Source: an optimization exercise on an open RTL-to-GDS flow (aim: small area and few clock cycles). Production flows keep margins and buffers that such runs may drop.
For this run, only the layout was checked, not whether the RTL still works.
Power and IR drop assume default switching activity.

==> flow/run.sh <==
#!/bin/bash
# synth_recipe.tcl (not shown) runs the flow's synth.tcl, then flattens the netlist and writes it again
# the make line also repeats each setting of config.mk as NAME=value (left out here)
make -C /OpenROAD-flow-scripts/flow DESIGN_CONFIG=/design/flow/config.mk WORK_HOME=/design/flow/orfs CLKGATE_MAP_FILE= SYNTH_SCRIPT=/design/flow/synth_recipe.tcl finish
==> flow/config.mk <==
export PLATFORM = sky130hd
export DESIGN_NAME = klb_tx
export DESIGN_NICKNAME = klb_tx
export VERILOG_FILES = /design/flow/design.v
export SDC_FILE = /design/flow/constraint.sdc
export NUM_CORES = 4
export LEC_CHECK = 0
export CAP_MARGIN = 20
export CORE_MARGIN = 2
export CORE_UTILIZATION = 40
export SLEW_MARGIN = 20
==> flow/constraint.sdc <==
create_clock -name core_clock -period 8.0 [get_ports {clk}]
set_input_delay 1.6000 -clock core_clock [delete_from_list [all_inputs] [get_ports {clk}]]
set_output_delay 1.6000 -clock core_clock [all_outputs]
set_load 0.01 [all_outputs]
==> flow/design.v <==
module klb_tx (
    input  wire        clk,
    input  wire        rst,              
    input  wire        in_valid,
    input  wire [7:0]  in_data,
    output wire        in_ready,
    output wire        out_valid,
    output wire [7:0]  out_data,
    output wire        out_last,         
    input  wire        out_ready,
    output reg  [31:0] keyup_delay_us,
    output reg  [7:0]  persistence,
    output reg  [7:0]  slot_time,
    output reg  [7:0]  tx_tail,
    output reg  [15:0] framing_errors,
    output reg  [7:0]  overflow_errors
);
    localparam PACKET_LENGTH = 32;
    localparam C             = PACKET_LENGTH - 2;   
    localparam MAXP          = 128;                 
    localparam [7:0] FEND  = 8'hC0;
    localparam [7:0] FESC  = 8'hDB;
    localparam [7:0] TFEND = 8'hDC;
    localparam [7:0] TFESC = 8'hDD;
    localparam [31:0] KEYUP_DEFAULT_US = 32'd50000;
    localparam [7:0]  PERSIST_DEFAULT  = 8'd63;
    localparam [7:0]  SLOTTIME_DEFAULT = 8'd10;
    localparam [7:0]  TXTAIL_DEFAULT   = 8'd2;
    localparam [1:0] S_HUNT  = 2'd0,    
                     S_FRAME = 2'd1,    
                     S_SEND  = 2'd2;    
    localparam [1:0] O_LEN = 2'd0,
                     O_CD  = 2'd1,
                     O_PAY = 2'd2;
    reg [1:0]  state;
    reg [1:0]  ostate;
    reg        esc;
    reg        have_cmd;
    reg        have_arg;
    reg [3:0]  cmd;
    reg [7:0]  arg;
    reg [7:0]  plen;         
    reg        ovf;          
    reg [7:0]  buffer [0:MAXP-1];
    reg [7:0]  cd;           
    reg [7:0]  rd_ptr;       
    reg [7:0]  blk_len;      
    reg [7:0]  blk_cnt;      
    wire accept = in_valid && in_ready;
    wire send   = out_valid && out_ready;
    assign in_ready = (state != S_SEND);
    reg        dec_valid;
    reg [7:0]  dec_byte;
    reg        dec_error;
    always @(*) begin
        dec_valid = 1'b0;
        dec_byte  = in_data;
        dec_error = 1'b0;
        if (state == S_FRAME && in_data != FEND) begin
            if (esc) begin
                if (in_data == TFEND) begin
                    dec_valid = 1'b1;
                    dec_byte  = FEND;
                end else if (in_data == TFESC) begin
                    dec_valid = 1'b1;
                    dec_byte  = FESC;
                end else begin
                    dec_error = 1'b1;        
                end
            end else if (in_data != FESC) begin
                dec_valid = 1'b1;
            end
        end
    end
    reg [7:0] out_byte;
    reg       out_end;
    always @(*) begin
        case (ostate)
            O_LEN:   out_byte = blk_len + 8'd1;
            O_CD:    out_byte = cd;
            default: out_byte = buffer[rd_ptr[6:0]];
        endcase
        case (ostate)
            O_CD:    out_end = (blk_len == 8'd0);
            O_PAY:   out_end = (blk_cnt == blk_len - 8'd1);
            default: out_end = 1'b0;
        endcase
    end
    assign out_valid = (state == S_SEND);
    assign out_data  = out_byte;
    assign out_last  = out_end;
    always @(posedge clk) begin
        if (rst) begin
            state           <= S_HUNT;
            ostate          <= O_LEN;
            esc             <= 1'b0;
            have_cmd        <= 1'b0;
            have_arg        <= 1'b0;
            cmd             <= 4'd0;
            arg             <= 8'd0;
            plen            <= 8'd0;
            ovf             <= 1'b0;
            cd              <= 8'd0;
            rd_ptr          <= 8'd0;
            blk_len         <= 8'd0;
            blk_cnt         <= 8'd0;
            keyup_delay_us  <= KEYUP_DEFAULT_US;
            persistence     <= PERSIST_DEFAULT;
            slot_time       <= SLOTTIME_DEFAULT;
            tx_tail         <= TXTAIL_DEFAULT;
            framing_errors  <= 16'd0;
            overflow_errors <= 8'd0;
        end else begin
            case (state)
            S_HUNT: begin
                if (accept) begin
                    if (in_data == FEND) begin
                        state    <= S_FRAME;
                        esc      <= 1'b0;
                        have_cmd <= 1'b0;
                        have_arg <= 1'b0;
                        plen     <= 8'd0;
                        ovf      <= 1'b0;
                    end else begin
                        framing_errors <= framing_errors + 16'd1;
                    end
                end
            end
            S_FRAME: begin
                if (accept) begin
                    if (in_data == FEND) begin
                        state <= S_HUNT;
                        if (esc)
                            framing_errors <= framing_errors + 16'd1;
                        if (have_cmd) begin
                            case (cmd)
                            4'h0: begin
                                if (ovf) begin
                                    overflow_errors <= overflow_errors + 8'd1;
                                end else begin
                                    state   <= S_SEND;
                                    ostate  <= O_LEN;
                                    cd      <= plen / C;
                                    rd_ptr  <= 8'd0;
                                    blk_len <= (plen > C) ? C : plen;
                                    blk_cnt <= 8'd0;
                                end
                            end
                            4'h1: if (have_arg) keyup_delay_us <= arg * 32'd10000;
                            4'h2: if (have_arg) persistence    <= arg;
                            4'h3: if (have_arg) slot_time      <= arg;
                            4'h4: if (have_arg) tx_tail        <= arg;
                            4'hF: begin
                                keyup_delay_us <= KEYUP_DEFAULT_US;
                                persistence    <= PERSIST_DEFAULT;
                                slot_time      <= SLOTTIME_DEFAULT;
                                tx_tail        <= TXTAIL_DEFAULT;
                            end
                            default: ;
                            endcase
                        end
                    end else begin
                        if (dec_error)
                            framing_errors <= framing_errors + 16'd1;
                        if (esc)
                            esc <= 1'b0;
                        else if (in_data == FESC)
                            esc <= 1'b1;
                        if (dec_valid) begin
                            if (!have_cmd) begin
                                have_cmd <= 1'b1;
                                cmd      <= dec_byte[3:0];
                            end else begin
                                if (!have_arg) begin
                                    have_arg <= 1'b1;
                                    arg      <= dec_byte;
                                end
                                if (plen == MAXP)
                                    ovf <= 1'b1;
                                else begin
                                    buffer[plen[6:0]] <= dec_byte;
                                    plen         <= plen + 8'd1;
                                end
                            end
                        end
                    end
                end
            end
            default: begin   
                if (send) begin
                    case (ostate)
                    O_LEN: ostate <= O_CD;
                    O_CD: begin
                        if (blk_len == 8'd0)
                            state <= S_HUNT;     
                        else
                            ostate <= O_PAY;
                    end
                    default: begin
                        rd_ptr  <= rd_ptr + 8'd1;
                        blk_cnt <= blk_cnt + 8'd1;
                        if (blk_cnt == blk_len - 8'd1) begin
                            if (cd == 8'd0) begin
                                state <= S_HUNT;
                            end else begin
                                cd      <= cd - 8'd1;
                                ostate  <= O_LEN;
                                blk_len <= (plen - rd_ptr - 8'd1 > C) ? C : plen - rd_ptr - 8'd1;
                                blk_cnt <= 8'd0;
                            end
                        end
                    end
                    endcase
                end
            end
            endcase
        end
    end
endmodule
==> summary.txt <==
status=complete, no violations; asr flop ratio synth=0; Pre-antenna DRT Iters=5; vias in the first global route=around 26,000; Post-Syn Instances=about 2,700; die area=around 120,000 um2; First DRT Iteration DRCs=3,196; Post-DRT Antenna Nets=0; Yosys warnings=1; Port Buffers=88; commonest cells after routing, fill and taps aside=1,024 x edfxtp_1, 314 x mux4_2, 278 x nor2_1; ys flop type=edfxtp_1; Inserted Diodes=0; detailed-route DRC error count=0; Mapped Avg Cell Area=between 15 and 20 um2; Combinational Power Share=0.011; R2R Setup Slk=~2800 ps; Max Slew Vio Count=0; Worst Path Max Fanout=60; GRT Total Usage=0.192; Fin Hold WS=between 400 and 500 ps; die width=between 300 and 400 um; Fin. Hold Viols=0; Slew headroom=0.231; grt ovf=0; area grow syn2layout=13.5%; Final Cell Area=54,600 um2; Post-synth EDFFs=around 1,000; Critical Path End=out_data[1]; final worst path period need=approximately 6500 ps; Internal=9.70 mW; wire per inst=26.0 um; nets@finish=2,927; WL final=118 mm; Tightest Hold Check Type=reg2reg; clock power share=0.449; Boundary Pins=between 100 and 150; largest net degree at the start of global routing=88; post-CTS resize count=0; Worst EP arrival=4940 ps; reg2reg start=plen[0]; Seq/Total Area, Yosys=0.694; VDD IR max=0.207 mV; CP endpoint kind=primary output; Die Y=351 um; setup violators final=0; total of max-cap violations=0; sequential share of power=0.540; worst r2r path cells=17; Synth cell types=85; RSZ-0062 raised after global routing=false; setup repair bufs after CTS=0; Seq cells post-synth=1,157; clock slew at reported path FFs=60 ps; Sw Ratio=0.202; CTS Root Cell=clkbuf_16; HPWL Detailed=around 74 mm; Core ar.=~120,000 um2; layout cells sized above 1=0.198; synthesized area=between 40,000 and 50,000 um2; setup tns final=0 ps; CP Class=reg2out; TritonCTS clock tree=built; number of placement rows=127; Tcrit/Tclk final=0.818; CTS Buf Count=roughly 110; H-Tree Level Count=3; leak pwr=17.0 nW; worst skew pair latency=730 ps; Area after DPL=50,700 um2; Initial Utilization=0.402; CTS sink count=between 1,000 and 1,500; DR vias=25,800; Max Clock Freq=0.153 GHz; antenna violations before repair=1; most common cell after layout, fill and taps aside=edfxtp_1; clk buf depth=3; P per Cell Area=223 nW/um2; worst endpoint required time=6400 ps; cts hold-fix bufs=0; worst r2r dst=blk_len[2]; slew at the pin closest to its max-slew limit=1150 ps; Switch Pwr=2.46 mW; CP Launch Type=register; via/cell ratio=5.68; first-pass GRT wire length=about 180 mm; Clock Skew=41.5 ps; GP Congestion=between 0.8 and 0.9
-- critical path: stages, from the launching register on --
cell	delay, ps
dfxtp_4	960
buf_12	370
buf_4	280
mux4_2	340
mux4_2	550
mux2i_1	300
nor3_1	80
a221oi_1	460
o211ai_1	210
clkdlybuf4s50_1	530
-- per-layer routing --
metal / wire length, um / global-route usage
met1: 51300 / 0.278
met2: 55200 / 0.301
met3: 8650 / 0.0337
met4: 2730 / 0.0468
met5: 13 / 0
-- stage by stage --
| step | power (mW) | worst slack [ps] | std cells | util |
|---|---|---|---|---|
| 4_1_cts | 12.2 | 1420 | 4539 | 0.456 |
| 5_1_grt | 12.5 | 1250 | 4540 | 0.456 |
| 6_report | 12.2 | 1460 | 4540 | 0.456 |
| 3_3_place_gp | 6.82 | 2020 | 4325 | 0.424 |
| 3_5_place_dp | 6.83 | 2180 | 4325 | 0.424 |
| 2_1_floorplan | 6.77 | 1770 | 2756 | - |
-- how the worst min path moves through the flow --
| stage | startpoint | to | slack (ps) | cells past startpoint |
|---|---|---|---|---|
| final | keyup_delay_us[20] | keyup_delay_us[20] | 460 | 2 |
| after floorplan | cd[5] | cd[5] | 460 | 2 |
| after global placement | keyup_delay_us[11] | keyup_delay_us[11] | 450 | 2 |
| after detailed placement | keyup_delay_us[11] | keyup_delay_us[11] | 450 | 2 |
| after global routing | keyup_delay_us[11] | keyup_delay_us[11] | 480 | 2 |
| after CTS | keyup_delay_us[20] | keyup_delay_us[20] | 460 | 2 |
-- layout make-up --
type | instances | area (um2)
multi-input combinational | 1367 | 13900
timing repair buffer | 120 | 1190
fill | 10100 | 65000
clock inverter | 77 | 841
sequential | 1157 | 33400
inverter | 70 | 263
tap | 1612 | 2020
clock buffer | 137 | 3010
-- kinds of logic (layout without fill, tap and decap cells) --
kind of cell / after synthesis / in the layout / synth area share
AO/OA/AOI/OAI: 232 / 232 / 0.0324
buffers and inverters: 232 / 404 / 0.0204
other: 1 / 14 / 0.0000779
adder cells (fa/ha/maj): 85 / 85 / 0.0241
XOR/XNOR: 65 / 65 / 0.0118
flip-flops: 1157 / 1157 / 0.694
multiplexers: 365 / 365 / 0.158
AND/OR/NAND/NOR: 606 / 606 / 0.0591
-- state kept, by name (all words and copies together), names as in the netlist, 2 cells and up, named ones only --
register         count
buffer            1024
keyup_delay_us      18
framing_errors      16
arg                  8
blk_cnt              8
blk_len              8
cd                   8
overflow_errors      8
persistence          8
plen                 8
rd_ptr               8
slot_time            8
tx_tail              8
cmd                  4
ostate               2
state                2
-- synthesized netlist by cell type (all sizes together) (5+ instances only) --
library cell / number / area, um2
nand2b: 13 / 81.3
ha: 72 / 901
mux4: 314 / 7070
nand4: 18 / 128
mux2i: 43 / 430
a22o: 5 / 43.8
xnor2: 43 / 377
and3: 20 / 126
clkbuf: 101 / 379
or2: 7 / 43.8
o211ai: 19 / 143
a221oi: 12 / 105
nand3b: 7 / 52.6
o41ai: 5 / 43.8
a22oi: 7 / 52.6
or3: 15 / 93.8
dfxtp: 133 / 2660
a31o: 5 / 43.8
mux2: 8 / 90.1
a31oi: 8 / 50.1
inv: 70 / 263
nor4: 12 / 81.3
nor2b: 12 / 75.1
nand3: 61 / 305
edfxtp: 1024 / 30700
xor2: 22 / 193
and2: 11 / 68.8
a21oi: 65 / 325
nor2: 279 / 1050
nand2: 93 / 349
nor3: 34 / 181
o221ai: 5 / 43.8
buf: 60 / 329
o21ai: 45 / 225
fa: 13 / 260
a211oi: 7 / 52.6
or4: 9 / 71.3
-- power groups by stage --
stage          clock [mW]  combinational (mW)  sequential [mW]
3_3_place_gp            0               0.126             6.69
3_5_place_dp            0               0.134             6.69
5_1_grt              5.78               0.145             6.56
6_report             5.46               0.133             6.57
4_1_cts              5.54               0.134             6.57
2_1_floorplan           0              0.0642             6.71

re-timing with driven ports:
The flow's constraints put no driver on any port. The routed layout listed below was extracted and timed again, unchanged, in two steps.
Step 1 (the two cells are an assumption about what drives the block):
set clk [get_ports {clk}]
set_driving_cell -lib_cell sky130_fd_sc_hd__clkbuf_16 $clk
set_driving_cell -lib_cell sky130_fd_sc_hd__buf_2 [delete_from_list [all_inputs] $clk]
Step 2 adds t to the input delays and takes it off the output delays; t is the mean of the earliest and latest rising clock arrival at the registers after step 1. Input paths then give back, and output paths get back, about the clock's delay inside the block.
Slacks: no drivers / after step 1 / after step 2; pairs: no drivers / after step 1.
t (ns): 0.768
setup slack, ns: 1.460 / 1.392 / 2.159
worst data-port slew with drivers (ns): 0.09
After both steps this run still meets setup and hold. For this run, drivers alone change the setup slack by -0.068 ns; drivers and shift together by +0.699 ns.
